This design comes from an exercise in tuning for small area, a short achievable clock period and few clock cycles per item on the open sky130 flow, not from production work.
Function was checked by simulation only, so behaviour that the tests miss may differ from the original.
Power is estimated from default activity; no workload was simulated.

$ cat flow/design.v
module dds_freq_scaler (
    input  wire        clk,
    input  wire        rst,                 
    input  wire        in_valid,
    output wire        in_ready,
    input  wire [47:0] in_q,
    input  wire [31:0] in_ref,
    output wire        out_valid,
    input  wire        out_ready,
    output wire [27:0] out_word,
    output reg  [1:0]  out_err
);
    reg         idle;                       
    reg         busy;                       
    reg         fin;                        
    reg         outv;                       
    reg  [4:0]  cnt;
    reg  [31:0] r;                          
    reg  [32:0] rem;                        
    reg         rem_sg;                     
    reg  [28:0] sr;                         
    reg         bad;                        
    wire        sub   = ~rem[32];
    wire        sub_h = ~rem_sg;
    wire [32:0] t     = {rem[31:0], sr[28]};
    wire [32:0] a_b   = {{17{sub_h}}, {16{sub}}} ^ {1'b0, r};
    wire [32:0] a_p   = t ^ a_b;
    wire [32:0] a_g   = {t[32:1] & a_b[32:1], (t[0] & a_b[0]) | (a_p[0] & sub)};
    wire [33:0] a_c;
    assign a_c[0] = sub;
    wire a_G0_1 = a_g[1] | (a_p[1] & a_g[0]);
    wire a_G0_3 = a_g[3] | (a_p[3] & a_g[2]);
    wire a_P0_3 = a_p[3] & a_p[2];
    wire a_G0_5 = a_g[5] | (a_p[5] & a_g[4]);
    wire a_P0_5 = a_p[5] & a_p[4];
    wire a_G0_7 = a_g[7] | (a_p[7] & a_g[6]);
    wire a_P0_7 = a_p[7] & a_p[6];
    wire a_G0_9 = a_g[9] | (a_p[9] & a_g[8]);
    wire a_P0_9 = a_p[9] & a_p[8];
    wire a_G0_11 = a_g[11] | (a_p[11] & a_g[10]);
    wire a_P0_11 = a_p[11] & a_p[10];
    wire a_G0_13 = a_g[13] | (a_p[13] & a_g[12]);
    wire a_P0_13 = a_p[13] & a_p[12];
    wire a_G0_15 = a_g[15] | (a_p[15] & a_g[14]);
    wire a_P0_15 = a_p[15] & a_p[14];
    wire a_G0_17 = a_g[17] | (a_p[17] & a_g[16]);
    wire a_P0_17 = a_p[17] & a_p[16];
    wire a_G0_19 = a_g[19] | (a_p[19] & a_g[18]);
    wire a_P0_19 = a_p[19] & a_p[18];
    wire a_G0_21 = a_g[21] | (a_p[21] & a_g[20]);
    wire a_P0_21 = a_p[21] & a_p[20];
    wire a_G0_23 = a_g[23] | (a_p[23] & a_g[22]);
    wire a_P0_23 = a_p[23] & a_p[22];
    wire a_G0_25 = a_g[25] | (a_p[25] & a_g[24]);
    wire a_P0_25 = a_p[25] & a_p[24];
    wire a_G0_27 = a_g[27] | (a_p[27] & a_g[26]);
    wire a_P0_27 = a_p[27] & a_p[26];
    wire a_G0_29 = a_g[29] | (a_p[29] & a_g[28]);
    wire a_P0_29 = a_p[29] & a_p[28];
    wire a_G0_31 = a_g[31] | (a_p[31] & a_g[30]);
    wire a_P0_31 = a_p[31] & a_p[30];
    wire a_G1_2 = a_g[2] | (a_p[2] & a_G0_1);
    wire a_G1_3 = a_G0_3 | (a_P0_3 & a_G0_1);
    wire a_G1_6 = a_g[6] | (a_p[6] & a_G0_5);
    wire a_P1_6 = a_p[6] & a_P0_5;
    wire a_G1_7 = a_G0_7 | (a_P0_7 & a_G0_5);
    wire a_P1_7 = a_P0_7 & a_P0_5;
    wire a_G1_10 = a_g[10] | (a_p[10] & a_G0_9);
    wire a_P1_10 = a_p[10] & a_P0_9;
    wire a_G1_11 = a_G0_11 | (a_P0_11 & a_G0_9);
    wire a_P1_11 = a_P0_11 & a_P0_9;
    wire a_G1_14 = a_g[14] | (a_p[14] & a_G0_13);
    wire a_P1_14 = a_p[14] & a_P0_13;
    wire a_G1_15 = a_G0_15 | (a_P0_15 & a_G0_13);
    wire a_P1_15 = a_P0_15 & a_P0_13;
    wire a_G1_18 = a_g[18] | (a_p[18] & a_G0_17);
    wire a_P1_18 = a_p[18] & a_P0_17;
    wire a_G1_19 = a_G0_19 | (a_P0_19 & a_G0_17);
    wire a_P1_19 = a_P0_19 & a_P0_17;
    wire a_G1_22 = a_g[22] | (a_p[22] & a_G0_21);
    wire a_P1_22 = a_p[22] & a_P0_21;
    wire a_G1_23 = a_G0_23 | (a_P0_23 & a_G0_21);
    wire a_P1_23 = a_P0_23 & a_P0_21;
    wire a_G1_26 = a_g[26] | (a_p[26] & a_G0_25);
    wire a_P1_26 = a_p[26] & a_P0_25;
    wire a_G1_27 = a_G0_27 | (a_P0_27 & a_G0_25);
    wire a_P1_27 = a_P0_27 & a_P0_25;
    wire a_G1_30 = a_g[30] | (a_p[30] & a_G0_29);
    wire a_P1_30 = a_p[30] & a_P0_29;
    wire a_G1_31 = a_G0_31 | (a_P0_31 & a_G0_29);
    wire a_P1_31 = a_P0_31 & a_P0_29;
    wire a_G2_4 = a_g[4] | (a_p[4] & a_G1_3);
    wire a_G2_5 = a_G0_5 | (a_P0_5 & a_G1_3);
    wire a_G2_6 = a_G1_6 | (a_P1_6 & a_G1_3);
    wire a_G2_7 = a_G1_7 | (a_P1_7 & a_G1_3);
    wire a_G2_12 = a_g[12] | (a_p[12] & a_G1_11);
    wire a_P2_12 = a_p[12] & a_P1_11;
    wire a_G2_13 = a_G0_13 | (a_P0_13 & a_G1_11);
    wire a_P2_13 = a_P0_13 & a_P1_11;
    wire a_G2_14 = a_G1_14 | (a_P1_14 & a_G1_11);
    wire a_P2_14 = a_P1_14 & a_P1_11;
    wire a_G2_15 = a_G1_15 | (a_P1_15 & a_G1_11);
    wire a_P2_15 = a_P1_15 & a_P1_11;
    wire a_G2_20 = a_g[20] | (a_p[20] & a_G1_19);
    wire a_P2_20 = a_p[20] & a_P1_19;
    wire a_G2_21 = a_G0_21 | (a_P0_21 & a_G1_19);
    wire a_P2_21 = a_P0_21 & a_P1_19;
    wire a_G2_22 = a_G1_22 | (a_P1_22 & a_G1_19);
    wire a_P2_22 = a_P1_22 & a_P1_19;
    wire a_G2_23 = a_G1_23 | (a_P1_23 & a_G1_19);
    wire a_P2_23 = a_P1_23 & a_P1_19;
    wire a_G2_28 = a_g[28] | (a_p[28] & a_G1_27);
    wire a_P2_28 = a_p[28] & a_P1_27;
    wire a_G2_29 = a_G0_29 | (a_P0_29 & a_G1_27);
    wire a_P2_29 = a_P0_29 & a_P1_27;
    wire a_G2_30 = a_G1_30 | (a_P1_30 & a_G1_27);
    wire a_P2_30 = a_P1_30 & a_P1_27;
    wire a_G2_31 = a_G1_31 | (a_P1_31 & a_G1_27);
    wire a_P2_31 = a_P1_31 & a_P1_27;
    wire a_G3_8 = a_g[8] | (a_p[8] & a_G2_7);
    wire a_G3_9 = a_G0_9 | (a_P0_9 & a_G2_7);
    wire a_G3_10 = a_G1_10 | (a_P1_10 & a_G2_7);
    wire a_G3_11 = a_G1_11 | (a_P1_11 & a_G2_7);
    wire a_G3_12 = a_G2_12 | (a_P2_12 & a_G2_7);
    wire a_G3_13 = a_G2_13 | (a_P2_13 & a_G2_7);
    wire a_G3_14 = a_G2_14 | (a_P2_14 & a_G2_7);
    wire a_G3_15 = a_G2_15 | (a_P2_15 & a_G2_7);
    wire a_G3_24 = a_g[24] | (a_p[24] & a_G2_23);
    wire a_P3_24 = a_p[24] & a_P2_23;
    wire a_G3_25 = a_G0_25 | (a_P0_25 & a_G2_23);
    wire a_P3_25 = a_P0_25 & a_P2_23;
    wire a_G3_26 = a_G1_26 | (a_P1_26 & a_G2_23);
    wire a_P3_26 = a_P1_26 & a_P2_23;
    wire a_G3_27 = a_G1_27 | (a_P1_27 & a_G2_23);
    wire a_P3_27 = a_P1_27 & a_P2_23;
    wire a_G3_28 = a_G2_28 | (a_P2_28 & a_G2_23);
    wire a_P3_28 = a_P2_28 & a_P2_23;
    wire a_G3_29 = a_G2_29 | (a_P2_29 & a_G2_23);
    wire a_P3_29 = a_P2_29 & a_P2_23;
    wire a_G3_30 = a_G2_30 | (a_P2_30 & a_G2_23);
    wire a_P3_30 = a_P2_30 & a_P2_23;
    wire a_G3_31 = a_G2_31 | (a_P2_31 & a_G2_23);
    wire a_P3_31 = a_P2_31 & a_P2_23;
    wire a_G4_16 = a_g[16] | (a_p[16] & a_G3_15);
    wire a_G4_17 = a_G0_17 | (a_P0_17 & a_G3_15);
    wire a_G4_18 = a_G1_18 | (a_P1_18 & a_G3_15);
    wire a_G4_19 = a_G1_19 | (a_P1_19 & a_G3_15);
    wire a_G4_20 = a_G2_20 | (a_P2_20 & a_G3_15);
    wire a_G4_21 = a_G2_21 | (a_P2_21 & a_G3_15);
    wire a_G4_22 = a_G2_22 | (a_P2_22 & a_G3_15);
    wire a_G4_23 = a_G2_23 | (a_P2_23 & a_G3_15);
    wire a_G4_24 = a_G3_24 | (a_P3_24 & a_G3_15);
    wire a_G4_25 = a_G3_25 | (a_P3_25 & a_G3_15);
    wire a_G4_26 = a_G3_26 | (a_P3_26 & a_G3_15);
    wire a_G4_27 = a_G3_27 | (a_P3_27 & a_G3_15);
    wire a_G4_28 = a_G3_28 | (a_P3_28 & a_G3_15);
    wire a_G4_29 = a_G3_29 | (a_P3_29 & a_G3_15);
    wire a_G4_30 = a_G3_30 | (a_P3_30 & a_G3_15);
    wire a_G4_31 = a_G3_31 | (a_P3_31 & a_G3_15);
    wire a_G5_32 = a_g[32] | (a_p[32] & a_G4_31);
    assign a_c[1] = a_g[0];
    assign a_c[2] = a_G0_1;
    assign a_c[3] = a_G1_2;
    assign a_c[4] = a_G1_3;
    assign a_c[5] = a_G2_4;
    assign a_c[6] = a_G2_5;
    assign a_c[7] = a_G2_6;
    assign a_c[8] = a_G2_7;
    assign a_c[9] = a_G3_8;
    assign a_c[10] = a_G3_9;
    assign a_c[11] = a_G3_10;
    assign a_c[12] = a_G3_11;
    assign a_c[13] = a_G3_12;
    assign a_c[14] = a_G3_13;
    assign a_c[15] = a_G3_14;
    assign a_c[16] = a_G3_15;
    assign a_c[17] = a_G4_16;
    assign a_c[18] = a_G4_17;
    assign a_c[19] = a_G4_18;
    assign a_c[20] = a_G4_19;
    assign a_c[21] = a_G4_20;
    assign a_c[22] = a_G4_21;
    assign a_c[23] = a_G4_22;
    assign a_c[24] = a_G4_23;
    assign a_c[25] = a_G4_24;
    assign a_c[26] = a_G4_25;
    assign a_c[27] = a_G4_26;
    assign a_c[28] = a_G4_27;
    assign a_c[29] = a_G4_28;
    assign a_c[30] = a_G4_29;
    assign a_c[31] = a_G4_30;
    assign a_c[32] = a_G4_31;
    assign a_c[33] = a_G5_32;
    wire [32:0] rnew  = a_p ^ a_c[32:0];
    wire        q_bit = ~rnew[32];
    wire        second = (cnt == 5'd1);
    wire        last  = (cnt == 5'd29);
    wire        stop  = bad | sr[0];        
    wire [27:0] a     = sr[28:1];
    wire        rnd   = sr[0];
    wire        ref0  = (r == 32'd0);
    wire        ld    = ~(busy | fin | outv);    
    assign in_ready  = idle;
    assign out_valid = outv;
    assign out_word  = sr[28:1];
    always @(posedge clk) begin
        if (rst) begin
            idle <= 1'b1;
            busy <= 1'b0;
            fin  <= 1'b0;
            outv <= 1'b0;
        end else begin
            if (idle && in_valid) begin
                idle <= 1'b0;
                busy <= 1'b1;
            end
            if (busy && (last || (second && stop))) begin
                busy <= 1'b0;
                fin  <= 1'b1;
            end
            if (fin) begin
                fin  <= 1'b0;
                outv <= 1'b1;
            end
            if (outv && out_ready) begin
                outv <= 1'b0;
                idle <= 1'b1;
            end
        end
    end
    always @(posedge clk) begin
        cnt    <= busy ? cnt + 5'd1 : 5'd0;
        rem    <= busy ? rnew : {3'b000, in_q[46:17]};
        rem_sg <= busy ? rnew[32] : in_q[47];
        if (!busy)
            r  <= in_ref;
        if (ld)
            bad <= in_q[47];
        else if (busy && second)
            bad <= stop;
        if (ld)
            sr <= {in_q[16:0], 12'd0};
        else if (busy)
            sr <= {sr[27:0], q_bit};
        else                                
            sr[28:1] <= (fin & bad) ? 28'd0 : a + {27'd0, fin & rnd};
        if (fin) begin
            if (ref0)
                out_err <= 2'd2;
            else if (bad | (&a & rnd))
                out_err <= 2'd1;
            else
                out_err <= 2'd0;
        end
    end
endmodule
$ cat flow/flow/run.sh
#!/bin/bash
# Standard ORFS layout (the standard.sh), with two flow knobs changed:
#  - port buffers are buf_1 cells instead of the resizer's default pick;
set -euo pipefail
export BUFFER_PORTS_ARGS="-buffer_cell sky130_fd_sc_hd__buf_1"
export SETUP_SLACK_MARGIN="${SETUP_SLACK_MARGIN_OVERRIDE:-6.9}"
bash standard.sh > standard_flow.log 2>&1
$ cat flow/standard.sh
#!/bin/bash
# synth_recipe.tcl (not shown) runs the flow's synth.tcl, then flattens the netlist and writes it again
# the make line also repeats each setting of config.mk as NAME=value (left out here)
make -C /OpenROAD-flow-scripts/flow DESIGN_CONFIG=/design/flow/config.mk WORK_HOME=/design/flow/orfs CLKGATE_MAP_FILE= SYNTH_SCRIPT=/design/flow/synth_recipe.tcl "${@:-finish}"
$ cat flow/config.mk
export PLATFORM = sky130hd
export DESIGN_NAME = dds_freq_scaler
export DESIGN_NICKNAME = dds_freq_scaler
export VERILOG_FILES = /design/flow/design.v
export SDC_FILE = /design/flow/constraint.sdc
export NUM_CORES = 4
export LEC_CHECK = 0
export CAP_MARGIN = 20
export CORE_MARGIN = 2
export CORE_UTILIZATION = 60
export CTS_BUF_LIST = sky130_fd_sc_hd__clkbuf_4 sky130_fd_sc_hd__clkbuf_8
export GPL_ROUTABILITY_DRIVEN = 0
export SLEW_MARGIN = 20
$ cat flow/constraint.sdc
create_clock -name core_clock -period 10.0 [get_ports {clk}]
set_input_delay 2.0000 -clock core_clock [delete_from_list [all_inputs] [get_ports {clk}]]
set_output_delay 2.0000 -clock core_clock [all_outputs]
set_load 0.01 [all_outputs]
==> results.yml, run 1 <==
outcome:
  outcome: "no timing/DRC/antenna violations"
clock_tree:
  clockBufferDepth: 2
  clkSinkCount: 107
  htree_num_levels: 3
  cts_hold_repair.buffers: 0
  cts_buffers: 9
  cts_tree: "done"
  clock_latency_ps: 380
  worst_setup_hold_path_clk_slew_ps: 110
  cts_root_buffer: "clkbuf_8"
worst_setup_path:
  crit_fanout: 7
  number_of_buffer_and_inverter_stages_on_the_critical_path: 1
  critical_path.endpoint_type: "output port"
  critical_path_arrival_ps: 1050
  setup.worst_path.start_class: "register"
  slowest_delay_ps: 460
  regToRegStartpoint: "rem[32]"
  r2r_cells: 11
  critPathSlowestCell: "dfxtp_1"
  worst-setup-path-type: "register to output port"
  critical_path.reg2reg.endpoint: "rem[15]"
  path_delay_family: "flip-flops"
  path_cells: "buf_1"
  r2r_setup_slack_ps: 7000
  crit_required_ps: 8000
grt:
  antenna_violations_before_repair: 0
  grt_max_degree: 66
  grt.overflow.total: 0
  grt_pass1_vias: 4123
  first_pass_grt_wire_length_mm: 19.15
  grtUsageTotal: 0.2389
timing:
  final-hold-violation-count: 0
  transition_time_at_the_pin_with_the_least_slew_margin_ps: 859.6
  clock_skew_ps: 16.80
  max_freq_mhz: 327.7
  period_share: 0.3052
  post-route-min-period_ps: 3052
  final.setup.tns_ps: 0
  grt_setup_unrepaired: "yes"
  final_count_of_pins_violating_max_slew: 0
  finalSetupViolations: 0
  timing.hold.ws_ps: 469.6
  timing.slew.headroom: 0.4263
logic_synthesis:
  syn-mean-instance-area_um2: 10.05
  synth_top_area_cell: "dfxtp_1"
  synthFlopType: "dfxtp_1"
  syn-cell-area_um2: 5587
  synth_area_leaders: "dfxtp_1 26%, edfxtp_1 19%, xnor2_1 8.9%, ha_1 7.6%, o21ai_0 4.1%"
  synthesis.yosys.warnings: 1
  combinational_family_with_the_most_area_after_synthesis: "simple AND/OR/NAND/NOR gates"
  synthArstFlopShare: 0
  synth.mux.area_fraction: 0.03695
  post_synth_and_or_nand_nor_area_fraction: 0.1384
  yosysTopAreaCellShare: 0.2580
  synth-xor-area-share: 0.1223
  synthCells: 556
  compound_cell_area_share_of_the_yosys_netlist: 0.1353
  synth-adder-area-share: 0.09406
  count_of_distinct_cell_types_in_the_synthesized_netlist: 55
  number_of_enable_type_register_cells_in_the_synthesized_netlist: 35
  yosysSeqAreaShare: 0.4461
  ys_seq_elements: 107
  synthesis.nets: 679
floorplan:
  dieHeight_um: 100.5
  core_um2: 9153
  initial_core_util: 0.6104
  die_area_um2: 10100
  boundaryPins: 116
  die_width_um: 100.5
  core.rowCount: 35
cells_and_area:
  synthesis_to_layout_area_growth_pct: 14.98
  post-route-util: 0.7018
  num-nets-final: 799
  leading_cell_type_in_the_layout_fill_and_taps_excluded: "buf_1"
  area.sequential_um2: 2500
  layout-drive-gt1-share: 0.09692
  stdcell_count: 792
  multi_input_area_um2: 2953
  fillCellCount: 780
  layout_common_cells: "115 x buf_1, 68 x dfxtp_1, 57 x xnor2_1"
  num_antenna_cells: 0
job:
  drv_cap: 0
min_path:
  hold_path_class: "register to register"
  hold_path_depth: 1
  holdCritStartpoint: "cnt[0]"
  hold-path-endpoint: "cnt[0]"
power_and_ir_drop:
  power_density_nw_per_um2: 299.6
  peak_supply_drop_uv: 194.7
  power.static_leakage_nw: 2.383
route:
  totalWireLength_mm: 11.58
  detail-route-antenna-nets: 0
  drt-initial-drc-count: 172
  wl_per_cell_um: 14.62
  dr_vias: 4414
  post_detailed_route_via_to_cell_ratio: 5.573
  drc_violation_count_after_routing: 0
  detailedRoute.firstPassIterationCount: 5
place:
  post-dp-hpwl_mm: 8.380
  placed_cells: 767
  placement.io_buffers: 115
==> worst reg2reg max path, delay by kind of cell, from the launching register on <==
family	cells	cell delay (ps)
AOI/OAI and AO/OA	5	1010
xor gates and xnor gates	2	280
adders and majority gates	1	290
buffers and inverters	1	160
DFF	1	490
muxes	1	280
and+or+nand+nor	1	400
==> how the worst max path moves through the flow <==
stage / cells past startpoint / startpoint / endpoint / slack, ps
finish: 1 / sr[4] / out_word[3] / 6950
global route: 11 / rem[32] / rem[15] / 6800
CTS: 1 / sr[28] / out_word[27] / 6910
detailed placement: 10 / rem[32] / rem_sg / 6510
global placement: 10 / rem[32] / rem_sg / 6620
floorplan: 12 / rem_sg / rem_sg / 6940
==> power by group <==
part	total (mW)	internal, mW	switching (mW)
Clock	0.294	0.143	0.151
Sequential	0.610	0.544	0.0655
Combinational	1.02	0.488	0.533
==> metrics by stage <==
| step | power, mW | cell area, um2 | setup WS, ps |
|---|---|---|---|
| after floorplan | 1.410 | 5589 | 6936 |
| after global placement | 1.570 | 6113 | 6622 |
| after detailed placement | 1.603 | 6113 | 6512 |
| after CTS | 1.904 | 6340 | 6915 |
| after global routing | 2.095 | 6424 | 6797 |
| final | 1.924 | 6424 | 6948 |
==> sequential cells by signal, summed over array words and instances (netlist names) <==
signal / flops
bad: 1
busy: 1
cnt: 5
fin: 1
idle: 1
out_err: 2
outv: 1
r: 32
rem: 33
rem_sg: 1
sr: 29
==> layout make-up <==
cell class / count / share of cell area
clock buffers: 9 / 0.01928
clock inverters: 7 / 0.01539
inverters: 22 / 0.01305
multi-input cells: 409 / 0.4597
flip-flops and latches: 107 / 0.3892
well taps: 111 / 0.02162
repair buffers: 127 / 0.08181
==> metal layers <==
| metal | up-vias | GRT usage | share of wire |
|---|---|---|---|
| li1 | 2220 | - | - |
| met1 | 2053 | 0.3294 | 0.47 |
| met2 | 119 | 0.3795 | 0.47 |
| met3 | 22 | 0.04716 | 0.045 |
| met4 | 0 | 0.08008 | 0.018 |
| met5 | - | 0 | 0 |
==> cell usage after synthesis, types with 3 or more instances <==
| library cell | instances |
|---|---|
| nor4_1 | 10 |
| nand3_1 | 22 |
| a21oi_1 | 23 |
| edfxtp_1 | 35 |
| a22oi_1 | 15 |
| o21bai_1 | 3 |
| nor2b_1 | 6 |
| xnor2_1 | 57 |
| nand4_1 | 9 |
| a21o_1 | 3 |
| nand2_1 | 43 |
| nand2b_1 | 4 |
| xor2_1 | 21 |
| nor2_1 | 34 |
| a22o_1 | 3 |
| mux2_2 | 17 |
| o31ai_1 | 3 |
| nor3_1 | 8 |
| o21ai_0 | 46 |
| ha_1 | 34 |
| dfxtp_1 | 72 |
| clkbuf_1 | 14 |
| and3_1 | 4 |
| buf_1 | 4 |
| inv_1 | 22 |
| and2_1 | 3 |
| fa_1 | 5 |
| or3_1 | 4 |
==> timing repair <==
| item | 4_1_cts | 5_1_grt |
|---|---|---|
| cloned | 0 | 0 |
| setup buffers | 0 | 9 |
| setup endpoints to repair | 21 | 14 |
| resized for setup | 2 | 5 |
| pin swaps | 0 | 4 |
==> logic make-up after synthesis <==
group                    after synthesis
AO/OA/AOI/OAI                        117
XOR/XNOR                              78
adder cells (fa/ha/maj)               39
buffers and inverters                 40
flip-flops                           107
multiplexers                          18
AND/OR/NAND/NOR                      157
Testbench counts, summed over its fixed seeds: cycles 77,100, items 2,400.
==> run 2, diff against run 1 <==
--- a/flow/config.mk
+++ b/flow/config.mk
@@ -7,7 +7,6 @@
 export LEC_CHECK = 0
 export CAP_MARGIN = 20
 export CORE_MARGIN = 2
-export CORE_UTILIZATION = 60
+export CORE_UTILIZATION = 50
 export CTS_BUF_LIST = sky130_fd_sc_hd__clkbuf_4 sky130_fd_sc_hd__clkbuf_8
-export GPL_ROUTABILITY_DRIVEN = 0
 export SLEW_MARGIN = 20
==> run 2 against run 1 <==
Compared with the run above:
- utilization fell by 10 points
- worst setup slack improved by 29 ps
- largest power group unchanged
- still clean on timing, DRC and antenna
- critical endpoint is now out_word[16]
- sequential power is 0.8% higher
==> results.yml, run 2 <==
clock_tree:
  cts_buffers: 9
  cts_root_buffer: "clkbuf_8"
  clock_latency_ps: 380
  clockBufferDepth: 2
  worst_setup_hold_path_clk_slew_ps: 90
  htree_num_levels: 3
  clkSinkCount: 107
  cts_tree: "done"
timing:
  clock_skew_ps: 13.83
  final-hold-violation-count: 0
  period_share: 0.3023
  final_count_of_pins_violating_max_slew: 0
  grt_setup_unrepaired: "no"
  finalSetupViolations: 0
  final.setup.tns_ps: 0
  post-route-min-period_ps: 3023
  transition_time_at_the_pin_with_the_least_slew_margin_ps: 860.3
  max_freq_mhz: 330.8
  timing.slew.headroom: 0.4265
  timing.hold.ws_ps: 489.9
route:
  detailedRoute.firstPassIterationCount: 4
  wl_per_cell_um: 14.65
  top_layer: "met4"
  detail-route-antenna-nets: 0
  dr_vias: 4382
  drt-initial-drc-count: 273
  wl_met3_um: 715
  detail_route.wirelength.met1_mm: 5.409
  met2_wirelength_mm: 5.690
  post_detailed_route_via_to_cell_ratio: 5.337
  totalWireLength_mm: 12.03
  drc_violation_count_after_routing: 0
cells_and_area:
  layout-drive-gt1-share: 0.1101
  layout_common_cells: "115 x buf_1, 64 x dfxtp_1, 56 x xnor2_1"
  leading_cell_type_in_the_layout_fill_and_taps_excluded: "buf_1"
  largest-register: "rem"
  synthesis_to_layout_area_growth_pct: 16.73
  biggestRegsByFlops: "rem: 33 flops, r: 32 flops, sr: 29 flops"
  largest_register_ff_count: 33
  num-nets-final: 799
  num_antenna_cells: 0
logic_synthesis:
  synthCells: 556
  yosysTopAreaCellShare: 0.2580
  synth_most_common_cell: "dfxtp_1"
  yosysSeqAreaShare: 0.4461
  synthesis.nets: 679
  synthFlopType: "dfxtp_1"
  count_of_distinct_cell_types_in_the_synthesized_netlist: 55
  ys_seq_elements: 107
  syn-mean-instance-area_um2: 10.05
  synthArstFlopShare: 0
  synthTopCellsByCount: "72 x dfxtp_1, 57 x xnor2_1, 46 x o21ai_0"
  synth_top_area_cell: "dfxtp_1"
  number_of_enable_type_register_cells_in_the_synthesized_netlist: 35
  synth_area_leaders: "dfxtp_1 26%, edfxtp_1 19%, xnor2_1 8.9%, ha_1 7.6%, o21ai_0 4.1%"
  synthesis.yosys.warnings: 1
  syn-cell-area_um2: 5587
worst_setup_path:
  setup.worst_path.start_class: "register"
  critical_path_arrival_ps: 1020
  r2r_setup_slack_ps: 7070
  number_of_buffer_and_inverter_stages_on_the_critical_path: 1
  critical_path.reg2reg.endpoint: "rem_sg"
  critical_path.endpoint_type: "output port"
  critPathSlowestCell: "dfxtp_1"
  worst-setup-path-type: "register to output port"
  path_delay_family: "flip-flops"
  path_cells: "buf_1"
  crit_fanout: 7
  slowest_delay_ps: 450
  crit_required_ps: 8000
  regToRegStartpoint: "r[1]"
  r2r_cells: 10
floorplan:
  die_width_um: 109.7
  core_um2: 10890
  core.rowCount: 38
  dieHeight_um: 109.7
  boundaryPins: 116
  die_area_um2: 12040
  initial_core_util: 0.5131
power_and_ir_drop:
  p_total_mw: 1.965
  share_clk_of_total_power: 0.151
  power_density_nw_per_um2: 301.3
  comb_power_share: 0.536
  int_pwr_mw: 1.199
  switching_share: 0.3898
  seq_power_share: 0.313
  switching_power_mw: 0.7660
  power.static_leakage_nw: 2.398
  peak_supply_drop_uv: 164.9
grt:
  antenna_violations_before_repair: 0
  grt.overflow.total: 0
  first_pass_grt_wire_length_mm: 19.23
  grtUsageTotal: 0.2078
  grt_max_degree: 56
  grt_pass1_vias: 4133
min_path:
  holdCritStartpoint: "cnt[0]"
  hold_path_class: "register to register"
  hold-path-endpoint: "cnt[0]"
  hold_path_depth: 1
outcome:
  outcome: "no timing/DRC/antenna violations"
job:
  drv_cap: 0
place:
  gp_congestion: 0.8450
  placement.io_buffers: 115
  post-dp-hpwl_mm: 8.647
run 2: cell counts after synthesis:
No cell type changed its count.
run 2: kinds of logic after synthesis:
kind of cell | share of synthesized area
simple gates | 0.1384
compound gates | 0.1353
flops | 0.4461
xor+xnor | 0.1223
buf+inv | 0.02687
fa+ha+maj | 0.09407
mux | 0.03695
run 2: final cells by class:
cell class	count	area, um2
Sequential cell	107	2507
Fill cell	975	4367
Inverter	22	83.83
Tap cell	140	175.2
Clock inverter	4	73.82
Multi-Input combinational cell	409	2994
Clock buffer	12	146.4
Timing Repair Buffer	127	540.5
run 2: routing by layer:
layer	track usage	up-vias
met5	0	-
met4	0.06510	0
met3	0.05335	18
met2	0.3417	117
met1	0.2682	2026
li1	-	2221
run 2: worst max path at each step:
| stage | endpoint | depth (start not counted) | start | slack (ps) |
|---|---|---|---|---|
| 2_1_floorplan | rem_sg | 12 | rem_sg | 6940 |
| 6_report | out_word[16] | 1 | sr[17] | 6980 |
| 3_3_place_gp | rem_sg | 10 | rem[32] | 6600 |
| 5_1_grt | rem_sg | 10 | r[1] | 6900 |
| 4_1_cts | out_word[1] | 1 | sr[2] | 6910 |
| 3_5_place_dp | rem_sg | 10 | rem[32] | 6500 |
run 2: per-stage QoR:
stage | utilization | std cells | setup WS, ps | area (um2)
global route | 0.5989 | 821 | 6901 | 6521
finish | 0.5989 | 821 | 6977 | 6521
detailed placement | 0.5639 | 794 | 6495 | 6140
global placement | 0.5639 | 794 | 6605 | 6140
CTS | 0.5846 | 810 | 6908 | 6365
floorplan | - | 556 | 6936 | 5589
run 2: repair_timing:
action,in CTS,in global routing
setup endpoints to repair,22,19
gates resized for setup,3,13
pin swaps,0,6
setup buffers,0,10
hold buffers,0,0
run 2: power by group through the flow:
stage               logic (mW)  registers [mW]  clock network, mW
finish                    1.05           0.615              0.296
detailed placement       0.960           0.638                  0
floorplan                0.814           0.596                  0
CTS                      0.972           0.631              0.306
global route              1.19           0.626              0.322
global placement         0.945           0.639                  0
==> run 3, diff against run 2 <==
==> flow/flow/run.sh (replaced) <==
#!/bin/bash
# Standard ORFS layout (the standard.sh), with two flow knobs changed:
#  - port buffers are buf_1 cells instead of the resizer's default pick;
set -euo pipefail
export BUFFER_PORTS_ARGS="-buffer_cell sky130_fd_sc_hd__buf_1"
export SETUP_SLACK_MARGIN="${SETUP_SLACK_MARGIN_OVERRIDE:-6.8}"
bash standard.sh > standard_flow.log 2>&1
--- a/flow/config.mk
+++ b/flow/config.mk
@@ -7,6 +7,8 @@
 export LEC_CHECK = 0
 export CAP_MARGIN = 20
 export CORE_MARGIN = 2
-export CORE_UTILIZATION = 50
-export CTS_BUF_LIST = sky130_fd_sc_hd__clkbuf_4 sky130_fd_sc_hd__clkbuf_8
+export CORE_UTILIZATION = 60
+export CTS_BUF_LIST = sky130_fd_sc_hd__clkbuf_8 sky130_fd_sc_hd__clkbuf_16
+export CTS_CLUSTER_DIAMETER = 200
+export CTS_CLUSTER_SIZE = 40
 export SLEW_MARGIN = 20
==> run 3 against run 2 <==
Compared with the run above:
- cell count decreased by 3.9%
- clock power decreased by 4%
- flip-flop and latch count unchanged
- critical endpoint is now rem[22]
- critical path type is now register to register
- critical path depth increased by 10
- combinational power decreased by 5%
- non-clock buffer count decreased by 3
- clock skew increased by 3.2 ps
- highest routed layer unchanged
- global-route usage increased by 3.1 points
- largest power group unchanged
- worst hold slack got worse by 20 ps
==> results.yml, run 3 <==
cells_and_area:
  biggestRegsByFlops: "rem: 33 flops, r: 32 flops, sr: 29 flops"
  area.sequential_um2: 2497
  largest-register: "rem"
  largest_register_ff_count: 33
  leading_cell_type_in_the_layout_fill_and_taps_excluded: "buf_1"
  fillCellCount: 783
  layout_common_cells: "115 x buf_1, 70 x dfxtp_1, 57 x xnor2_1"
  num-nets-final: 796
  layout-drive-gt1-share: 0.08702
  num_antenna_cells: 0
  multi_input_area_um2: 2944
  synthesis_to_layout_area_growth_pct: 14.22
floorplan:
  initial_core_util: 0.6104
  dieHeight_um: 100.5
  boundaryPins: 116
  die_area_um2: 10100
  core.rowCount: 35
  die_width_um: 100.5
  core_um2: 9153
timing:
  transition_time_at_the_pin_with_the_least_slew_margin_ps: 859.0
  final.setup.tns_ps: 0
  grt_setup_unrepaired: "no"
  post-route-min-period_ps: 3082
  timing.slew.headroom: 0.4260
  clock_skew_ps: 16.99
  final-hold-violation-count: 0
  period_share: 0.3082
  max_freq_mhz: 324.5
  final_count_of_pins_violating_max_slew: 0
  finalSetupViolations: 0
  timing.hold.ws_ps: 469.7
place:
  placement.io_buffers: 115
  post-dp-hpwl_mm: 8.380
  gp_congestion: 0.8359
clock_tree:
  cts_hold_repair.buffers: 0
  worst_setup_hold_path_clk_slew_ps: 110
  clock_latency_ps: 380
  clkSinkCount: 107
  cts_tree: "done"
  cts_buffers: 9
  clockBufferDepth: 2
  htree_num_levels: 3
  cts_root_buffer: "clkbuf_8"
worst_setup_path:
  critical_path_arrival_ps: 3360
  r2r_cells: 11
  crit_required_ps: 10280
  regToRegStartpoint: "rem[32]"
  critical_path.endpoint_type: "register"
  critical_path.startpoint: "rem[32]"
  crit_fanout: 15
  critical_path.reg2reg.endpoint: "rem[22]"
  setup.worst_path.start_class: "register"
  r2r_setup_slack_ps: 6920
  worst-setup-path-type: "register to register"
logic_synthesis:
  synth_most_common_cell: "dfxtp_1"
  synthesis.yosys.warnings: 1
  synth_area_leaders: "dfxtp_1 26%, edfxtp_1 19%, xnor2_1 8.9%, ha_1 7.6%, o21ai_0 4.1%"
  count_of_distinct_cell_types_in_the_synthesized_netlist: 55
  number_of_enable_type_register_cells_in_the_synthesized_netlist: 35
  synth_top_area_cell: "dfxtp_1"
  yosysTopAreaCellShare: 0.2580
  synthFlopType: "dfxtp_1"
  synthTopCellsByCount: "72 x dfxtp_1, 57 x xnor2_1, 46 x o21ai_0"
  yosysSeqAreaShare: 0.4461
  synthCells: 556
  ys_seq_elements: 107
  syn-cell-area_um2: 5587
  synthArstFlopShare: 0
  syn-mean-instance-area_um2: 10.05
  synthesis.nets: 679
route:
  totalWireLength_mm: 11.50
  post_detailed_route_via_to_cell_ratio: 5.548
  detailedRoute.firstPassIterationCount: 5
  dr_vias: 4377
  drc_violation_count_after_routing: 0
  drt-initial-drc-count: 177
  wl_per_cell_um: 14.57
  detail-route-antenna-nets: 0
grt:
  first_pass_grt_wire_length_mm: 19.15
  grt_pass1_vias: 4123
  grtUsageTotal: 0.2389
  grt.overflow.total: 0
  grt_max_degree: 66
  antenna_violations_before_repair: 0
power_and_ir_drop:
  power.static_leakage_nw: 2.367
  peak_supply_drop_uv: 193.7
  power_density_nw_per_um2: 297.4
min_path:
  hold_path_depth: 1
  hold_path_class: "register to register"
  hold-path-endpoint: "cnt[0]"
  holdCritStartpoint: "cnt[0]"
outcome:
  outcome: "no timing/DRC/antenna violations"
job:
  drv_cap: 0
[run 3: worst max path at each step]
stage / slack (ps) / end / depth (start not counted)
final: 6920 / rem[22] / 11
after global routing: 6800 / rem[22] / 11
after CTS: 6910 / out_word[27] / 1
after detailed placement: 6510 / rem_sg / 10
after global placement: 6620 / rem_sg / 10
after floorplan: 6940 / rem_sg / 12
[run 3: per-stage QoR]
stage	setup WS [ps]	util	power, mW	instance area, um2	instances
final	6918	0.6972	1.898	6381	789
after global routing	6795	0.6972	2.066	6381	789
after CTS	6915	0.6921	1.894	6335	783
after detailed placement	6512	0.6679	1.603	6113	767
after global placement	6622	0.6679	1.570	6113	767
after floorplan	6936	-	1.410	5589	556
[run 3: layout make-up]
type | instances | area share
flip-flops and latches | 107 | 0.3914
clock buffers | 10 | 0.02333
clock inverters | 6 | 0.01078
multi-input cells | 409 | 0.4614
inverters | 22 | 0.01314
well taps | 111 | 0.02176
repair buffers | 124 | 0.07824
[run 3: report_power, final]
group | switching (mW) | internal (mW) | leakage [nW]
clock | 0.151 | 0.133 | 0.112
combinational | 0.527 | 0.477 | 1.30
sequential | 0.0648 | 0.544 | 0.953
total | 0.743 | 1.15 | 2.37
[run 3: kinds of logic (layout without fill, tap and decap cells)]
logic type / after synthesis / in the layout / share of synthesized area
flip-flops: 107 / 107 / 0.4461
XOR/XNOR: 78 / 78 / 0.1223
AO/OA/AOI/OAI: 117 / 117 / 0.1353
AND/OR/NAND/NOR: 157 / 157 / 0.1384
buffers and inverters: 40 / 162 / 0.02687
adder cells (fa/ha/maj): 39 / 39 / 0.09407
multiplexers: 18 / 18 / 0.03695
[run 3: worst max-delay path, stage by stage (launching register included)]
cell,delay [ps]
dfxtp_4,490
buf_4,150
xnor2_1,110
ha_1,300
a21oi_1,170
o21ai_0,130
a211oi_2,450
a211oi_1,160
o21ai_1,280
a21boi_1,150
or3_1,330
a31o_2,230
[run 3: timing repair]
item	in CTS	in global routing
resized for setup	2	0
endpoints found under the setup margin	19	4
buffers inserted	0	6
pin swaps	0	1
[run 3: per-layer routing]
metal / wire, um / share of wire / global-route usage / vias up
li1: - / - / - / 2213
met1: 5391 / 0.47 / 0.3294 / 2045
met2: 5418 / 0.47 / 0.3795 / 103
met3: 491 / 0.043 / 0.04716 / 16
met4: 195 / 0.017 / 0.08008 / 0
met5: 0 / 0 / 0 / -
==> run 4, diff against run 3 <==
--- a/flow/design.v
+++ b/flow/design.v
@@ -8,7 +8,7 @@
     output wire        out_valid,
     input  wire        out_ready,
     output wire [27:0] out_word,
-    output reg  [1:0]  out_err
+    output wire [1:0]  out_err
 );
     reg         idle;                       
     reg         busy;                       
@@ -20,6 +20,7 @@
     reg         rem_sg;                     
     reg  [28:0] sr;                         
     reg         bad;                        
+    reg         err2;                       
     wire        sub   = ~rem[32];
     wire        sub_h = ~rem_sg;
     wire [32:0] t     = {rem[31:0], sr[28]};
@@ -203,6 +204,7 @@
     assign in_ready  = idle;
     assign out_valid = outv;
     assign out_word  = sr[28:1];
+    assign out_err   = {err2, bad};
     always @(posedge clk) begin
         if (rst) begin
             idle <= 1'b1;
@@ -238,19 +240,15 @@
             bad <= in_q[47];
         else if (busy && second)
             bad <= stop;
+        else if (fin)
+            bad <= ~ref0 & (bad | (&a & rnd));
         if (ld)
             sr <= {in_q[16:0], 12'd0};
         else if (busy)
             sr <= {sr[27:0], q_bit};
         else                                
             sr[28:1] <= (fin & bad) ? 28'd0 : a + {27'd0, fin & rnd};
-        if (fin) begin
-            if (ref0)
-                out_err <= 2'd2;
-            else if (bad | (&a & rnd))
-                out_err <= 2'd1;
-            else
-                out_err <= 2'd0;
-        end
+        if (fin)
+            err2 <= ref0;
     end
 endmodule
==> flow/flow/run.sh (replaced) <==
#!/bin/bash
# Standard ORFS layout (the standard.sh), with two flow knobs changed:
#  - port buffers are buf_1 cells instead of the resizer's default pick;
set -euo pipefail
export BUFFER_PORTS_ARGS="-buffer_cell sky130_fd_sc_hd__buf_1"
export SETUP_SLACK_MARGIN="${SETUP_SLACK_MARGIN_OVERRIDE:-6.9}"
bash standard.sh > standard_flow.log 2>&1
--- a/flow/config.mk
+++ b/flow/config.mk
@@ -8,7 +8,5 @@
 export CAP_MARGIN = 20
 export CORE_MARGIN = 2
 export CORE_UTILIZATION = 60
-export CTS_BUF_LIST = sky130_fd_sc_hd__clkbuf_8 sky130_fd_sc_hd__clkbuf_16
-export CTS_CLUSTER_DIAMETER = 200
-export CTS_CLUSTER_SIZE = 40
+export CTS_BUF_LIST = sky130_fd_sc_hd__clkbuf_4 sky130_fd_sc_hd__clkbuf_8
 export SLEW_MARGIN = 20
==> run 4 against run 3 <==
Compared with the run above:
- clock power shrank 8.5%
- clock skew is 8.4 ps lower
- wire length is 8.4% higher
- sequential power up 2%
- combinational power rose by 4%
- via count increased by 2.7%
- first-iteration DRC count is 13% higher
- non-clock buffer count did not move
- total power grew 1.3%
==> results.yml, run 4 <==
clock_tree:
  htree_num_levels: 3
  clkSinkCount: 106
  cts_root_buffer: "clkbuf_8"
  clock_latency_ps: 370
  cts_tree: "done"
  cts_hold_repair.buffers: 0
  clockBufferDepth: 2
  cts_buffers: 9
  worst_setup_hold_path_clk_slew_ps: 110
worst_setup_path:
  path_depth: 1
  critPathSlowestCell: "dfxtp_1"
  setup.worst_path.start_class: "register"
  path_cells: "buf_1"
  critical_path_arrival_ps: 1040
  regToRegStartpoint: "r[1]"
  critical_path.startpoint: "sr[4]"
  number_of_buffer_and_inverter_stages_on_the_critical_path: 1
  r2r_setup_slack_ps: 6980
  worst-setup-path-type: "register to output port"
  path_delay_family: "flip-flops"
  critical_path.endpoint_type: "output port"
  crit_fanout: 7
  crit_required_ps: 8000
  critical_path.reg2reg.endpoint: "rem_sg"
  r2r_cells: 10
  slowest_delay_ps: 450
cells_and_area:
  num-nets-final: 795
  leading_cell_type_in_the_layout_fill_and_taps_excluded: "buf_1"
  layout-drive-gt1-share: 0.09601
  largest_register_ff_count: 33
  num_antenna_cells: 0
  post-route-util: 0.6979
  largest-register: "rem"
  biggestRegsByFlops: "rem: 33 flops, r: 32 flops, sr: 29 flops"
  stdcell_count: 788
  synthesis_to_layout_area_growth_pct: 14.67
  layout_common_cells: "115 x buf_1, 67 x dfxtp_1, 54 x xnor2_1"
  fillCellCount: 770
route:
  detail-route-antenna-nets: 0
  dr_vias: 4496
  post_detailed_route_via_to_cell_ratio: 5.706
  wl_per_cell_um: 15.82
  drc_violation_count_after_routing: 0
  drt-initial-drc-count: 200
  detailedRoute.firstPassIterationCount: 4
  totalWireLength_mm: 12.47
power_and_ir_drop:
  switching_share: 0.4154
  share_clk_of_total_power: 0.135
  switching_power_mw: 0.7981
  comb_power_share: 0.540
  int_pwr_mw: 1.123
  power_density_nw_per_um2: 302.3
  power.static_leakage_nw: 2.360
  peak_supply_drop_uv: 138.4
  p_total_mw: 1.922
  seq_power_share: 0.325
logic_synthesis:
  synthesis.yosys.warnings: 1
  synth_most_common_cell: "dfxtp_1"
  synth_area_leaders: "dfxtp_1 26%, edfxtp_1 18%, xnor2_1 8.5%, ha_1 7.7%, o21ai_0 4.0%"
  number_of_enable_type_register_cells_in_the_synthesized_netlist: 34
  yosysSeqAreaShare: 0.4441
  synthArstFlopShare: 0
  synthesis.nets: 680
  yosysTopAreaCellShare: 0.2600
  synthFlopType: "dfxtp_1"
  synthTopCellsByCount: "72 x dfxtp_1, 54 x xnor2_1, 44 x o21ai_0"
  syn-cell-area_um2: 5544
  syn-mean-instance-area_um2: 9.953
  synth_top_area_cell: "dfxtp_1"
  ys_seq_elements: 106
  synthCells: 557
  count_of_distinct_cell_types_in_the_synthesized_netlist: 48
min_path:
  holdCritStartpoint: "idle"
  hold_path_depth: 2
  hold_path_class: "register to register"
  hold-path-endpoint: "idle"
floorplan:
  core.rowCount: 35
  dieHeight_um: 100.1
  die_area_um2: 10030
  die_width_um: 100.1
  initial_core_util: 0.6087
  core_um2: 9109
  boundaryPins: 116
timing:
  finalSetupViolations: 0
  final-hold-violation-count: 0
  final_count_of_pins_violating_max_slew: 0
  timing.hold.ws_ps: 481.0
  timing.slew.headroom: 0.4125
  period_share: 0.3037
  post-route-min-period_ps: 3037
  clock_skew_ps: 8.639
  max_freq_mhz: 329.3
  transition_time_at_the_pin_with_the_least_slew_margin_ps: 881.3
  grt_setup_unrepaired: "yes"
  final.setup.tns_ps: 0
grt:
  grt_max_degree: 57
  grtUsageTotal: 0.2548
  first_pass_grt_wire_length_mm: 20.33
  grt.overflow.total: 0
  grt_pass1_vias: 4334
  antenna_violations_before_repair: 0
place:
  placed_cells: 765
  post-dp-hpwl_mm: 8.749
  gp_congestion: 0.8359
  placement.io_buffers: 115
job:
  drv_cap: 0
outcome:
  outcome: "no timing/DRC/antenna violations"
-- run 4: power groups by stage --
| stage | combinational (mW) | sequential [mW] | clock, mW |
|---|---|---|---|
| floorplan | 0.803 | 0.593 | 0 |
| global placement | 0.928 | 0.635 | 0 |
| detailed placement | 0.949 | 0.637 | 0 |
| CTS | 0.990 | 0.622 | 0.267 |
| global route | 1.16 | 0.637 | 0.284 |
| finish | 1.04 | 0.624 | 0.260 |
-- run 4: worst max-delay path by stage --
stage / to / slack [ps]
final: out_word[3] / 6960
after global routing: rem[21] / 6880
after CTS: rem_sg / 6880
after detailed placement: rem_sg / 6280
after global placement: rem_sg / 6400
after floorplan: rem_sg / 6910
-- run 4: per-layer routing --
metal	wire length, um	up-vias	GRT usage
li1	-	2230	-
met2	5950	122	0.4156
met5	0	-	0
met4	221	0	0.07165
met3	691	21	0.06128
met1	5603	2123	0.3399
-- run 4: logic make-up after synthesis --
group,after synthesis,synth area share
AO/OA/AOI/OAI,125,0.1413
multiplexers,19,0.03837
XOR/XNOR,77,0.1216
flip-flops,106,0.4441
AND/OR/NAND/NOR,152,0.1320
buffers and inverters,39,0.02776
adder cells (fa/ha/maj),39,0.09479
-- run 4: layout make-up --
| type | instances | area [um2] | area share |
|---|---|---|---|
| repair buffers | 124 | 499.2 | 0.07853 |
| inverters | 19 | 72.57 | 0.01142 |
| clock inverters | 7 | 63.81 | 0.01004 |
| well taps | 111 | 138.9 | 0.02185 |
| clock buffers | 9 | 123.9 | 0.01948 |
| multi-input cells | 412 | 2985 | 0.4696 |
| flip-flops and latches | 106 | 2474 | 0.3891 |
-- run 4: metrics by stage --
step                      setup slack [ps]  cell area [um2]
final                                 6963             6357
after global routing                  6882             6357
after CTS                             6884             6289
after detailed placement              6283             6053
after global placement                6403             6053
after floorplan                       6908             5547
-- run 4: timing repair --
| action | CTS | global route |
|---|---|---|
| pin swaps | 0 | 4 |
| resized for setup | 4 | 15 |
| setup buffers | 4 | 3 |
| endpoints found under the setup margin | 23 | 12 |
Testbench counts of run 4, summed over its fixed seeds: cycles 77,100, items 2,400.
==> run 5, diff against run 4 <==
--- a/flow/config.mk
+++ b/flow/config.mk
@@ -7,6 +7,6 @@
 export LEC_CHECK = 0
 export CAP_MARGIN = 20
 export CORE_MARGIN = 2
-export CORE_UTILIZATION = 60
+export CORE_UTILIZATION = 50
 export CTS_BUF_LIST = sky130_fd_sc_hd__clkbuf_4 sky130_fd_sc_hd__clkbuf_8
 export SLEW_MARGIN = 20
==> run 5 against run 4 <==
Compared with the run above:
- highest routed layer unchanged
- synthesized cell count unchanged
- sequential power about the same
- largest cell class unchanged
- critical path type unchanged
- cell count up 3.7%
- critical path depth unchanged
- via count down 1.6%
- cell area up 2.0%
- largest power group unchanged
- sequential share of layout area down 0.71 points
- non-clock buffer count unchanged
- area after synthesis unchanged
==> results.yml, run 5 <==
power_and_ir_drop:
  peak_supply_drop_uv: 182.0
  switching_share: 0.3862
  int_pwr_mw: 1.221
  power_density_nw_per_um2: 306.8
  share_clk_of_total_power: 0.172
  power.static_leakage_nw: 2.399
  comb_power_share: 0.515
  seq_power_share: 0.313
  switching_power_mw: 0.7683
logic_synthesis:
  count_of_distinct_cell_types_in_the_synthesized_netlist: 48
  synthesis.yosys.warnings: 1
  syn-mean-instance-area_um2: 9.953
  ys_seq_elements: 106
  number_of_enable_type_register_cells_in_the_synthesized_netlist: 34
  yosysSeqAreaShare: 0.4441
  synth_area_leaders: "dfxtp_1 26%, edfxtp_1 18%, xnor2_1 8.5%, ha_1 7.7%, o21ai_0 4.0%"
  synthFlopType: "dfxtp_1"
  synthCells: 557
  synthArstFlopShare: 0
  synth_most_common_cell: "dfxtp_1"
  synthesis.nets: 680
  yosysTopAreaCellShare: 0.2600
  synthTopCellsByCount: "72 x dfxtp_1, 54 x xnor2_1, 44 x o21ai_0"
  synth_top_area_cell: "dfxtp_1"
  syn-cell-area_um2: 5544
worst_setup_path:
  setup.worst_path.start_class: "register"
  worst-setup-path-type: "register to output port"
  path_cells: "buf_1"
  crit_required_ps: 8000
  slowest_delay_ps: 460
  regToRegStartpoint: "r[5]"
  critical_path_arrival_ps: 1020
  critical_path.endpoint_type: "output port"
  critPathSlowestCell: "dfxtp_1"
  crit_fanout: 7
  critical_path.startpoint: "sr[3]"
  path_delay_family: "flip-flops"
  number_of_buffer_and_inverter_stages_on_the_critical_path: 1
cells_and_area:
  layout_common_cells: "115 x buf_1, 64 x dfxtp_1, 53 x xnor2_1"
  num_antenna_cells: 0
  biggestRegsByFlops: "rem: 33 flops, r: 32 flops, sr: 29 flops"
  largest_register_ff_count: 33
  largest-register: "rem"
  num-nets-final: 795
  leading_cell_type_in_the_layout_fill_and_taps_excluded: "buf_1"
  fillCellCount: 996
  post-route-util: 0.5982
  layout-drive-gt1-share: 0.1004
  synthesis_to_layout_area_growth_pct: 16.97
min_path:
  holdCritStartpoint: "idle"
  hold_path_class: "register to register"
clock_tree:
  cts_tree: "done"
  clkSinkCount: 106
  worst_setup_hold_path_clk_slew_ps: 100
  cts_buffers: 9
  cts_root_buffer: "clkbuf_8"
  clockBufferDepth: 2
  htree_num_levels: 3
  cts_hold_repair.buffers: 0
  clock_latency_ps: 390
place:
  placement.io_buffers: 115
  gp_congestion: 0.8209
  post-dp-hpwl_mm: 9.035
route:
  drc_violation_count_after_routing: 0
  detail-route-antenna-nets: 0
  totalWireLength_mm: 12.66
  drt-initial-drc-count: 173
  dr_vias: 4423
  post_detailed_route_via_to_cell_ratio: 5.414
  detailedRoute.firstPassIterationCount: 5
  wl_per_cell_um: 15.50
floorplan:
  core_um2: 10840
  die_width_um: 109.3
  boundaryPins: 116
  initial_core_util: 0.5114
  core.rowCount: 38
  die_area_um2: 11950
  dieHeight_um: 109.3
timing:
  finalSetupViolations: 0
  post-route-min-period_ps: 3025
  grt_setup_unrepaired: "no"
  transition_time_at_the_pin_with_the_least_slew_margin_ps: 894.2
  final_count_of_pins_violating_max_slew: 0
  final-hold-violation-count: 0
  period_share: 0.3025
  final.setup.tns_ps: 0
  clock_skew_ps: 12.82
  timing.slew.headroom: 0.4031
  max_freq_mhz: 330.6
grt:
  grt_pass1_vias: 4379
  grt.overflow.total: 0
  antenna_violations_before_repair: 0
  first_pass_grt_wire_length_mm: 20.37
  grt_max_degree: 57
  grtUsageTotal: 0.2197
outcome:
  outcome: "no timing/DRC/antenna violations"
job:
  drv_cap: 0
==> run 5: area by class of cell <==
type / instances / area (um2) / area share
clock buffers: 10 / 131.4 / 0.02026
inverters: 19 / 72.57 / 0.01119
clock inverters: 6 / 130.1 / 0.02007
repair buffers: 124 / 511.7 / 0.07891
flip-flops and latches: 106 / 2477 / 0.3820
well taps: 140 / 175.2 / 0.02701
multi-input cells: 412 / 2987 / 0.4605
==> run 5: logic make-up (layout without fill, tap and decap cells) <==
group / count (synthesis) / in the layout / share of synthesized area
and+or+nand+nor: 152 / 152 / 0.1320
AOI/OAI and AO/OA: 125 / 125 / 0.1413
DFF: 106 / 106 / 0.4441
xor gates and xnor gates: 77 / 77 / 0.1216
adders and majority gates: 39 / 39 / 0.09479
buffers and inverters: 39 / 159 / 0.02776
muxes: 19 / 19 / 0.03837
==> run 5: worst paths after layout <==
check	to	slack, ps	cells past startpoint
max	out_word[2]	6980	1
min	idle	480	2
max reg2reg	rem[29]	7020	10
min reg2reg	idle	480	2
==> run 5: through the flow <==
step / hold slack (ps) / cell area [um2] / instances / worst slack [ps] / total power, mW
after floorplan: 433.4 / 5547 / 557 / 6908 / 1.396
after CTS: 478.2 / 6390 / 811 / 6898 / 1.963
after detailed placement: 454.9 / 6090 / 794 / 6296 / 1.590
after global routing: 523.5 / 6485 / 817 / 6855 / 2.166
final: 477.8 / 6485 / 817 / 6975 / 1.989
after global placement: 445.5 / 6090 / 794 / 6378 / 1.577
==> run 5: power groups by stage <==
| stage | sequential (mW) | combinational [mW] | clock [mW] |
|---|---|---|---|
| after global placement | 0.638 | 0.939 | 0 |
| after CTS | 0.624 | 0.987 | 0.352 |
| after global routing | 0.636 | 1.16 | 0.368 |
| after floorplan | 0.593 | 0.803 | 0 |
| after detailed placement | 0.638 | 0.952 | 0 |
| final | 0.623 | 1.02 | 0.342 |
==> run 5: timing repair <==
item                                    4_1_cts  5_1_grt
setup buffers                                 1        6
pin swaps                                     0        5
endpoints found under the setup margin       23       18
gates resized for setup                       5       16
==> run 5: layer usage <==
metal	up-vias	global-route usage	share of wire
met3	12	0.07410	0.062
met5	-	0	0
li1	2229	-	-
met4	0	0.06058	0.013
met1	2074	0.2648	0.44
met2	108	0.3753	0.48
==> run 5: worst reg2reg max path: stages, from the launching register on <==
cell and delay [ps]:
edfxtp_1 440, xnor2_1 160, ha_1 330, a21oi_1 200
nor3b_1 430, a2111oi_4 180, o2111ai_2 230, a211o_1 210
nand2_1 100, a2111oi_0 480, nor2_1 120
==> run 6, diff against run 5 <==
--- a/flow/design.v
+++ b/flow/design.v
@@ -8,22 +8,24 @@
     output wire        out_valid,
     input  wire        out_ready,
     output wire [27:0] out_word,
-    output wire [1:0]  out_err
+    output reg  [1:0]  out_err
 );
-    reg         idle;                       
+    reg         zst;                        
     reg         busy;                       
     reg         fin;                        
     reg         outv;                       
+    reg         ldv;                        
+    reg         inr;                        
     reg  [4:0]  cnt;
     reg  [31:0] r;                          
     reg  [32:0] rem;                        
     reg         rem_sg;                     
     reg  [28:0] sr;                         
+    reg         xr;                         
     reg         bad;                        
-    reg         err2;                       
     wire        sub   = ~rem[32];
     wire        sub_h = ~rem_sg;
-    wire [32:0] t     = {rem[31:0], sr[28]};
+    wire [32:0] t     = {rem[31:0], xr};
     wire [32:0] a_b   = {{17{sub_h}}, {16{sub}}} ^ {1'b0, r};
     wire [32:0] a_p   = t ^ a_b;
     wire [32:0] a_g   = {t[32:1] & a_b[32:1], (t[0] & a_b[0]) | (a_p[0] & sub)};
@@ -194,61 +196,70 @@
     assign a_c[33] = a_G5_32;
     wire [32:0] rnew  = a_p ^ a_c[32:0];
     wire        q_bit = ~rnew[32];
-    wire        second = (cnt == 5'd1);
+    wire        first = (cnt == 5'd1);
     wire        last  = (cnt == 5'd29);
-    wire        stop  = bad | sr[0];        
+    wire        free  = ~outv | out_ready;
+    wire        go    = zst & ldv & free;
+    wire        load  = ~busy & ~go;        
     wire [27:0] a     = sr[28:1];
     wire        rnd   = sr[0];
     wire        ref0  = (r == 32'd0);
-    wire        ld    = ~(busy | fin | outv);    
-    assign in_ready  = idle;
+    assign in_ready  = inr;
     assign out_valid = outv;
     assign out_word  = sr[28:1];
-    assign out_err   = {err2, bad};
     always @(posedge clk) begin
         if (rst) begin
-            idle <= 1'b1;
+            zst  <= 1'b1;
             busy <= 1'b0;
             fin  <= 1'b0;
             outv <= 1'b0;
+            ldv  <= 1'b0;
+            inr  <= 1'b0;
         end else begin
-            if (idle && in_valid) begin
-                idle <= 1'b0;
-                busy <= 1'b1;
+            inr <= go;
+            if (zst) begin
+                ldv <= in_valid;
+                if (out_ready)
+                    outv <= 1'b0;
+                if (go) begin
+                    zst  <= 1'b0;
+                    busy <= 1'b1;
+                end
             end
-            if (busy && (last || (second && stop))) begin
+            if (busy && (last || (first && bad))) begin
                 busy <= 1'b0;
                 fin  <= 1'b1;
             end
             if (fin) begin
                 fin  <= 1'b0;
+                zst  <= 1'b1;
                 outv <= 1'b1;
-            end
-            if (outv && out_ready) begin
-                outv <= 1'b0;
-                idle <= 1'b1;
+                ldv  <= in_valid;
             end
         end
     end
     always @(posedge clk) begin
-        cnt    <= busy ? cnt + 5'd1 : 5'd0;
-        rem    <= busy ? rnew : {3'b000, in_q[46:17]};
-        rem_sg <= busy ? rnew[32] : in_q[47];
-        if (!busy)
-            r  <= in_ref;
-        if (ld)
-            bad <= in_q[47];
-        else if (busy && second)
-            bad <= stop;
-        else if (fin)
-            bad <= ~ref0 & (bad | (&a & rnd));
-        if (ld)
-            sr <= {in_q[16:0], 12'd0};
-        else if (busy)
+        cnt    <= busy ? cnt + 5'd1 : 5'd1;
+        xr     <= busy ? sr[27] : go ? in_q[15] : in_q[16];
+        rem    <= load ? {3'b000, in_q[46:17]} : rnew;
+        rem_sg <= load ? in_q[47] : rnew[32];
+        if (!busy) begin
+            r   <= in_ref;
+            bad <= in_q[47] | q_bit;        
+        end
+        if (busy)
             sr <= {sr[27:0], q_bit};
+        else if (zst & free)
+            sr <= {in_q[15:0], 13'd0};
         else                                
             sr[28:1] <= (fin & bad) ? 28'd0 : a + {27'd0, fin & rnd};
-        if (fin)
-            err2 <= ref0;
+        if (fin) begin
+            if (ref0)
+                out_err <= 2'd2;
+            else if (bad | (&a & rnd))
+                out_err <= 2'd1;
+            else
+                out_err <= 2'd0;
+        end
     end
 endmodule
--- a/flow/config.mk
+++ b/flow/config.mk
@@ -7,6 +7,6 @@
 export LEC_CHECK = 0
 export CAP_MARGIN = 20
 export CORE_MARGIN = 2
-export CORE_UTILIZATION = 50
+export CORE_UTILIZATION = 60
 export CTS_BUF_LIST = sky130_fd_sc_hd__clkbuf_4 sky130_fd_sc_hd__clkbuf_8
 export SLEW_MARGIN = 20
==> run 6 against run 5 <==
Compared with the run above:
- combinational power hardly changed
- critical path depth is 7 higher
- still clean on timing, DRC and antenna
- first-iteration DRC count shrank 16%
- wire length rose by 1.5%
- synthesized cell count grew 6.3%
- die area shrank 13%
- area after synthesis is 3.8% higher
- fmax decreased by 1.4%
- worst setup slack worse by 43 ps
- highest routed layer unchanged
- sequential share of layout area rose by 0.46 points
==> results.yml, run 6 <==
clock_tree:
  worst_setup_hold_path_clk_slew_ps: 120
  htree_num_levels: 3
  clkSinkCount: 110
  cts_root_buffer: "clkbuf_8"
  clock_latency_ps: 380
  cts_buffers: 9
  clockBufferDepth: 2
  cts_hold_repair.buffers: 0
  cts_tree: "done"
power_and_ir_drop:
  power.static_leakage_nw: 2.568
  power_density_nw_per_um2: 286.9
  p_total_mw: 1.908
  peak_supply_drop_uv: 118.6
worst_setup_path:
  crit_required_ps: 10310
  r2r_cells: 11
  regToRegStartpoint: "rem[32]"
  setup.worst_path.start_class: "primary input"
  r2r_setup_slack_ps: 7010
  critical_path.endpoint_type: "register"
  number_of_buffer_and_inverter_stages_on_the_critical_path: 4
  critical_path.reg2reg.endpoint: "rem_sg"
  worst-setup-path-type: "primary input to register"
  path_cells: "buf_1 -> inv_1 -> a21boi_2 -> buf_6 -> a21oi_4 -> buf_12 -> or4_4 -> nand3_1"
  crit_fanout: 32
  slowest_delay_ps: 520
  critPathSlowestCell: "or4_4"
  critical_path_arrival_ps: 3380
  path_delay_family: "simple AND/OR/NAND/NOR gates"
timing:
  period_share: 0.3067
  transition_time_at_the_pin_with_the_least_slew_margin_ps: 562.5
  post-route-worst-setup-slack_ps: 6933
  final-hold-violation-count: 0
  clock_skew_ps: 18.20
  final_count_of_pins_violating_max_slew: 0
  timing.slew.headroom: 0.6246
  timing.hold.ws_ps: 439.0
  final.setup.tns_ps: 0
  post-route-min-period_ps: 3067
  finalSetupViolations: 0
  grt_setup_unrepaired: "yes"
  max_freq_mhz: 326.0
min_path:
  holdCritStartpoint: "cnt[0]"
  hold_path_class: "register to register"
  hold-path-endpoint: "cnt[0]"
  hold_path_depth: 1
cells_and_area:
  biggestRegsByFlops: "rem: 33 flops, r: 32 flops, sr: 29 flops"
  synthesis_to_layout_area_growth_pct: 15.52
  num_antenna_cells: 0
  fillCellCount: 780
  num-nets-final: 832
  layout_common_cells: "115 x buf_1, 76 x nand2_1, 69 x dfxtp_1"
  largest_register_ff_count: 33
  layout-drive-gt1-share: 0.07143
  leading_cell_type_in_the_layout_fill_and_taps_excluded: "buf_1"
  largest-register: "rem"
job:
  drv_cap: 0
logic_synthesis:
  yosysSeqAreaShare: 0.4451
  synth_area_leaders: "dfxtp_1 26%, edfxtp_1 19%, xnor2_1 9.3%, ha_1 7.4%, nand2_1 5.0%"
  synthesis.yosys.warnings: 1
  synthArstFlopShare: 0
  synth_most_common_cell: "nand2_1"
  count_of_distinct_cell_types_in_the_synthesized_netlist: 53
  syn-mean-instance-area_um2: 9.724
  synthTopCellsByCount: "76 x nand2_1, 74 x dfxtp_1, 61 x xnor2_1"
  ys_seq_elements: 110
  number_of_enable_type_register_cells_in_the_synthesized_netlist: 36
  synthesis.nets: 715
  synthCells: 592
  synthFlopType: "dfxtp_1"
  yosysTopAreaCellShare: 0.2573
  synth_top_area_cell: "dfxtp_1"
  syn-cell-area_um2: 5757
route:
  drt-initial-drc-count: 146
  drc_violation_count_after_routing: 0
  totalWireLength_mm: 12.85
  wl_per_cell_um: 15.24
  detail-route-antenna-nets: 0
  dr_vias: 4713
  detailedRoute.firstPassIterationCount: 4
  post_detailed_route_via_to_cell_ratio: 5.591
place:
  post-dp-hpwl_mm: 9.150
  placement.io_buffers: 115
  detailedPlace.worstSlack_ps: 6303
  gp_congestion: 0.8254
floorplan:
  core_um2: 9284
  core.rowCount: 35
  dieHeight_um: 102.0
  boundaryPins: 116
  die_width_um: 102.0
  initial_core_util: 0.6201
  die_area_um2: 10390
grt:
  antenna_violations_before_repair: 0
  grtUsageTotal: 0.2503
  grt_pass1_vias: 4513
  grt.overflow.total: 0
  first_pass_grt_wire_length_mm: 20.74
  grt_max_degree: 55
outcome:
  outcome: "no timing/DRC/antenna violations"
## run 6: cells by family (layout without fill, tap and decap cells)
| logic type | after synthesis | in the layout | share of synthesized area |
|---|---|---|---|
| AOI/OAI and AO/OA | 141 | 141 | 0.1604 |
| and+or+nand+nor | 175 | 175 | 0.1461 |
| muxes | 4 | 4 | 0.007390 |
| buffers and inverters | 43 | 165 | 0.02804 |
| adders and majority gates | 39 | 39 | 0.09129 |
| DFF | 110 | 110 | 0.4451 |
| xor gates and xnor gates | 80 | 80 | 0.1217 |
## run 6: cell type report
cell class,count,area [um2],share of cell area
Clock buffer,9,123.9,0.01863
Clock inverter,7,73.82,0.01110
Inverter,20,75.07,0.01129
Multi-Input combinational cell,439,3065,0.4610
Sequential cell,110,2571,0.3866
Tap cell,129,161.4,0.02427
Timing Repair Buffer,129,579.3,0.08711
## run 6: power breakdown
part	total, mW	internal [mW]	switching [mW]
Combinational	0.990	0.456	0.534
Sequential	0.649	0.572	0.0769
Clock	0.269	0.100	0.169
## run 6: worst reg2reg max path: stages (launching register included)
cell	delay (ps)
dfxtp_4	430
buf_4	170
xnor2_1	190
ha_1	320
a21oi_2	160
o21ai_1	110
a221oi_2	330
a211oi_2	150
o211a_1	260
o21a_2	250
or4_4	480
nand3_1	90
## run 6: worst max-delay path by stage
stage	from	endpoint	slack, ps	cells after the start
6_report	out_ready	rem_sg	6930	8
4_1_cts	sr[13]	out_word[12]	6930	1
3_3_place_gp	out_ready	rem_sg	6340	8
5_1_grt	rem[32]	rem_sg	6870	11
3_5_place_dp	out_ready	rem_sg	6300	8
2_1_floorplan	out_ready	sr[16]	6890	7
## run 6: stage by stage
| stage | util | instance area (um2) | instances |
|---|---|---|---|
| 6_report | 0.7163 | 6650 | 843 |
| 3_5_place_dp | 0.6807 | 6320 | 819 |
| 5_1_grt | 0.7163 | 6650 | 843 |
| 3_3_place_gp | 0.6807 | 6320 | 819 |
| 2_1_floorplan | - | 5769 | 592 |
| 4_1_cts | 0.7119 | 6609 | 840 |
## run 6: routing by layer
| metal | global-route usage | up-vias | wire (um) |
|---|---|---|---|
| li1 | - | 2345 | - |
| met5 | 0 | - | 0 |
| met4 | 0.04615 | 0 | 96 |
| met2 | 0.4575 | 117 | 6523 |
| met3 | 0.04514 | 8 | 567 |
| met1 | 0.3122 | 2243 | 5664 |
## run 6: repair_timing
action / in CTS / in global routing
cloned: 2 / 0
buffers inserted: 3 / 3
pin swaps: 0 / 1
endpoints found under the setup margin: 33 / 24
gates resized for setup: 9 / 9
Testbench counts of run 6, summed over its fixed seeds: cycles 72,316, items 2,400.

==> afterwards: timing with drivers on the ports <==
The flow's constraints put no driver on any port. The routed layouts listed below were extracted and timed again, unchanged, in two steps. Step 1 (the two cells are an assumption about what drives the block):
set clk [get_ports {clk}]
set_driving_cell -lib_cell sky130_fd_sc_hd__clkbuf_16 $clk
set_driving_cell -lib_cell sky130_fd_sc_hd__buf_2 [delete_from_list [all_inputs] $clk]
Step 2 times the ports against the registers' clock, not the clock port: input delays grow and output delays shrink by t, the midpoint of the rising clock arrivals with the driver on. Slacks: no drivers / after step 1 / after step 2; pairs: no drivers / after step 1.
run | shift t [ns] | setup slack, ns | worst setup path after step 2 | worst slew at a driven data input, ns | cell pins on the clock port's net
run 1 | 0.407 | 6.948 / 6.916 / 6.995 | register to register | 0.04 | 1
run 2 | 0.409 | 6.977 / 6.944 / 7.074 | register to register | 0.04 | 1
run 3 | 0.406 | 6.918 / 6.900 / 6.918 | register to register | 0.04 | 1
run 4 | 0.401 | 6.963 / 6.931 / 6.983 | register to register | 0.05 | 1
run 5 | 0.416 | 6.975 / 6.945 / 7.016 | register to register | 0.04 | 1
run 6 | 0.401 | 6.933 / 6.907 / 6.536 | input to register | 0.05 | 1
After both steps every run listed still meets setup and hold. The setup slack of run 6, which loses most, moves by -0.026 ns with the drivers and by -0.397 ns with both steps.
